This design comes from an exercise in tuning for a short achievable clock period and few clock cycles on the open sky130 flow, not from production work.
The RTL was checked by simulation tests, not by an equivalence proof against the original design.
Power is estimated from default activity; no workload was simulated.

// asd_jtag_engine
module asd_jtag_engine (
    input  wire        clk,
    input  wire        rst,
    input  wire        start,
    input  wire [11:0] data_size,
    input  wire        hw_mode,
    input  wire        chain_multi,
    input  wire        wscan_enforce,
    output reg         ready,
    output reg         done,
    output reg  [7:0]  status,
    output reg  [11:0] pl_addr,
    input  wire [7:0]  pl_data,
    output reg         call_valid,
    output reg  [3:0]  call_op,
    output reg  [15:0] call_arg,
    output reg  [15:0] call_arg2,
    output reg  [63:0] call_tdi,
    input  wire        call_ack,
    input  wire        call_fail,
    input  wire [63:0] call_rdata,
    output reg         rsp_valid,
    output reg  [7:0]  rsp_data
);
For scale: roughly 1,700 flip-flops, roughly 0.070 sq mm of cells after synthesis.
Settings: LEC_CHECK=0, ABC_CLOCK_PERIOD_IN_PS=2500, CAP_MARGIN=20, CORE_MARGIN=2, CORE_UTILIZATION=55, SETUP_SLACK_MARGIN=3.4, SLEW_MARGIN=20; clock period 6.0 ns.
standard.sh (not shown) runs the stock make flow with config.mk's settings and CLKGATE_MAP_FILE= SYNTH_SCRIPT=/design/flow/synth_recipe.tcl, a recipe that flattens the netlist after the stock synthesis.
==> flow/flow/run.sh <==
#!/bin/bash
export BUFFER_PORTS_ARGS="-buffer_cell sky130_fd_sc_hd__buf_4"
bash standard.sh > standard.log 2>&1
Testbench counts at the start, summed over its fixed seeds: cycles 128,088.
Then changed:
--- a/flow/design.v
+++ b/flow/design.v
@@ -192,22 +192,18 @@
     reg [3:0]  t_ocnt;
     reg        t_newscan;      
     reg        t_walk;         
     reg        t_peek;         
     reg        t_rewind;       
     reg        t_mc;           
     reg        t_setx6;
     reg        t_settap;
-    wire [1:0]  e_kind = (dst[I_OPND]) ? cur_op[7:6] : b[7:6];
-    wire        x_tap  = (pl_data[7:4] == 4'h2);
-    wire        e_ok   = le[1] ||
-                         (dv && (x_tap ? !(m_hw && !le[2])
-                                       : ((pl_data[7:6] == e_kind) || ((e_kind == 2'b01) && !m_we))));
-    wire [3:0]  e_end  = (!le[1] && x_tap) ? pl_data[3:0] : tap;
+    wire        e_ok   = 1'b0;
+    wire [3:0]  e_end  = tap;
     always @(*) begin
         t_tdi     = opnd;
         t_tdi[oidx*8 +: 8] = b;
         t_cop     = C_TAP_RESET;
         t_arg     = 16'd0;
         t_arg2    = 16'd0;
         t_emit    = E_NONE;
         t_nb      = 4'd1;
Hold slack is about the same.
First-iteration DRC count drops by 4.4%.
Cell count falls by 0.67%.
Die area is about the same.
Clock power hardly moves.
Worst setup slack is worse by 0.085 ns.
Flip-flop and latch count stays the same.
Sequential share of layout area goes up by 0.26 points.
Via count is lower by 1.3%.
Power drops by 1.5%.
Critical path depth stays the same.
Testbench counts after the change, summed over its fixed seeds: cycles 128,749.

--- another note on this design; it stands on its own ---

==> flow/design.v (excerpt) <==
module asd_jtag_engine (
    input  wire        clk,
    input  wire        rst,
    input  wire        start,
    input  wire [11:0] data_size,
    input  wire        hw_mode,
    input  wire        chain_multi,
    input  wire        wscan_enforce,
    output reg         ready,
    output reg         done,
    output reg  [7:0]  status,
    output reg  [11:0] pl_addr,
    input  wire [7:0]  pl_data,
    output reg         call_valid,
    output reg  [3:0]  call_op,
    output reg  [15:0] call_arg,
    output reg  [15:0] call_arg2,
    output reg  [63:0] call_tdi,
    input  wire        call_ack,
    input  wire        call_fail,
    input  wire [63:0] call_rdata,
    output reg         rsp_valid,
    output reg  [7:0]  rsp_data
);
clock: 6.0 ns
lec_check: 0
abc_clock_period_in_ps: 2500
cap_margin: 20
core_margin: 2
core_utilization: 55
setup_slack_margin: 3.8
slew_margin: 20
standard.sh (not shown) runs the stock make flow with config.mk's settings and CLKGATE_MAP_FILE= SYNTH_SCRIPT=/design/flow/synth_recipe.tcl, a recipe that flattens the netlist after the stock synthesis.
==> flow/flow/run.sh <==
#!/bin/bash
export BUFFER_PORTS_ARGS="-buffer_cell sky130_fd_sc_hd__buf_4"
bash standard.sh > standard.log 2>&1
The first run produced a clean layout.
Testbench counts at the start, summed over its fixed seeds: cycles 128,749.
==> next run, changes <==
Settings changed: CTS_CLUSTER_DIAMETER set to 50, CTS_CLUSTER_SIZE set to 30.
Result:
- register-to-register slack hardly moves
- utilization drops by 0.21 points
- count of clock-buffer cells in the layout goes down by 59
- setup slack hardly moves
- synthesized area stays the same
- sequential share of layout area rose by 0.14 points
- sequential power barely changes
==> next run, changes <==
Settings changed: CTS_CLUSTER_DIAMETER 50 to not set, CTS_CLUSTER_SIZE 30 to not set, SETUP_SLACK_MARGIN 3.8 to 3.4.
The changed run passed the timing, DRC and antenna checks.
Fmax came out higher by 1.9%.
Routed wire length is lower by 15%.
Power falls by 6.0%.
Die area does not change.

========
Another version of the RTL of asd_jtag_engine (not shown whole).
For scale: roughly 5200 cells after synthesis, roughly 220 I/O pins, about 69000 um^2 of cells after synthesis.
export LEC_CHECK = 0
export ABC_CLOCK_PERIOD_IN_PS = 1800
export CAP_MARGIN = 20
export CORE_MARGIN = 2
export CORE_UTILIZATION = 55
export SETUP_SLACK_MARGIN = 3.4
export SLEW_MARGIN = 20
create_clock -name core_clock -period 6.0 [get_ports {clk}]
Scripts as last shown in full above: flow/flow/run.sh
The starting point went through all stages and came out clean.
Testbench counts at the start, summed over its fixed seeds: cycles 128,088.
Edit:
ABC_CLOCK_PERIOD_IN_PS = 2500   (was 1800)
What happened:
- The changed run produced a clean layout
- clock skew is unchanged
- wire length is unchanged
- sequential cell count is unchanged
- total power does not change
- global-route usage stays the same
- die area does not change
- area after synthesis stays the same
- register-to-register slack is about the same

========
Another version of the RTL of asd_jtag_engine (not shown whole).
Size in the first run: about 5200 cells after synthesis, roughly 220 I/O pins, ~0.069 mm² of cells after synthesis.
export LEC_CHECK = 0
export ABC_CLOCK_PERIOD_IN_PS = 2500
export CAP_MARGIN = 20
export CORE_MARGIN = 2
export CORE_UTILIZATION = 45
export SETUP_SLACK_MARGIN = 3.4
export SLEW_MARGIN = 20
create_clock -name core_clock -period 6.0 [get_ports {clk}]
Scripts as last shown in full above: flow/flow/run.sh
Testbench counts at the start, summed over its fixed seeds: cycles 128,939.
Next try:
- CORE_UTILIZATION: 45 -> 55
Setup slack gets better by 0.087 ns.
Core utilization is higher by 11 points.
Non-clock buffer count is lower by 3.
Clock-buffer cell count is lower by 2.
Synthesized cell count stays the same.
Final area is lower by 1.1%.
Power is higher by 0.64%.
Wire length is lower by 2.2%.
Die area is lower by 18%.
Via count is about the same.
Maximum frequency is higher by 3.4%.

-- afterwards: timing with drivers on the ports --
In the flow no input, the clock included, has a driving cell. The finished layouts below were timed again as built, in two steps. Step 1 sets driving cells, clkbuf_16 on the clock port and buf_2 on the other inputs (assumed; they add their load-dependent delay and slew). Step 2, shift: input delay + t, output delay - t, t = (earliest + latest rising clock arrival at the registers) / 2. This alone moves slack from input paths to output paths. Three values: ideal, step 1, step 2; two values: the first two.
run	t, ns	setup WS [ns]	worst hold slack (ns)	worst slew at a driven data input, ns	cell pins on the clock port's net
the first run of note 1	0.877	3.267 / 3.167 / 2.289	0.402 / 0.402 / 0.402	0.28	1
the second run of note 1	0.873	3.182 / 3.182 / 2.724	0.404 / 0.404 / 0.404	0.09	1
the first run of note 2	0.869	3.374 / 3.374 / 2.692	0.405 / 0.405 / 0.405	0.11	1
the second run of note 2	0.874	3.376 / 3.376 / 2.600	0.404 / 0.404 / 0.404	0.12	1
the third run of note 2	0.869	3.424 / 3.353 / 2.619	0.398 / 0.398 / 0.398	0.15	1
the first run of note 3	0.868	3.343 / 3.308 / 2.474	0.372 / 0.372 / 0.372	0.18	1
the second run of note 3	0.868	3.343 / 3.308 / 2.474	0.372 / 0.372 / 0.372	0.18	1
the first run of note 4	0.893	3.333 / 3.333 / 2.599	0.390 / 0.390 / 0.390	0.12	1
the second run of note 4	0.882	3.421 / 3.369 / 2.556	0.393 / 0.393 / 0.393	0.11	1
After both steps setup and hold are still met in every run listed. The setup slack of the first run of note 1, which loses most, moves by -0.100 ns with the drivers and by -0.978 ns with both steps.
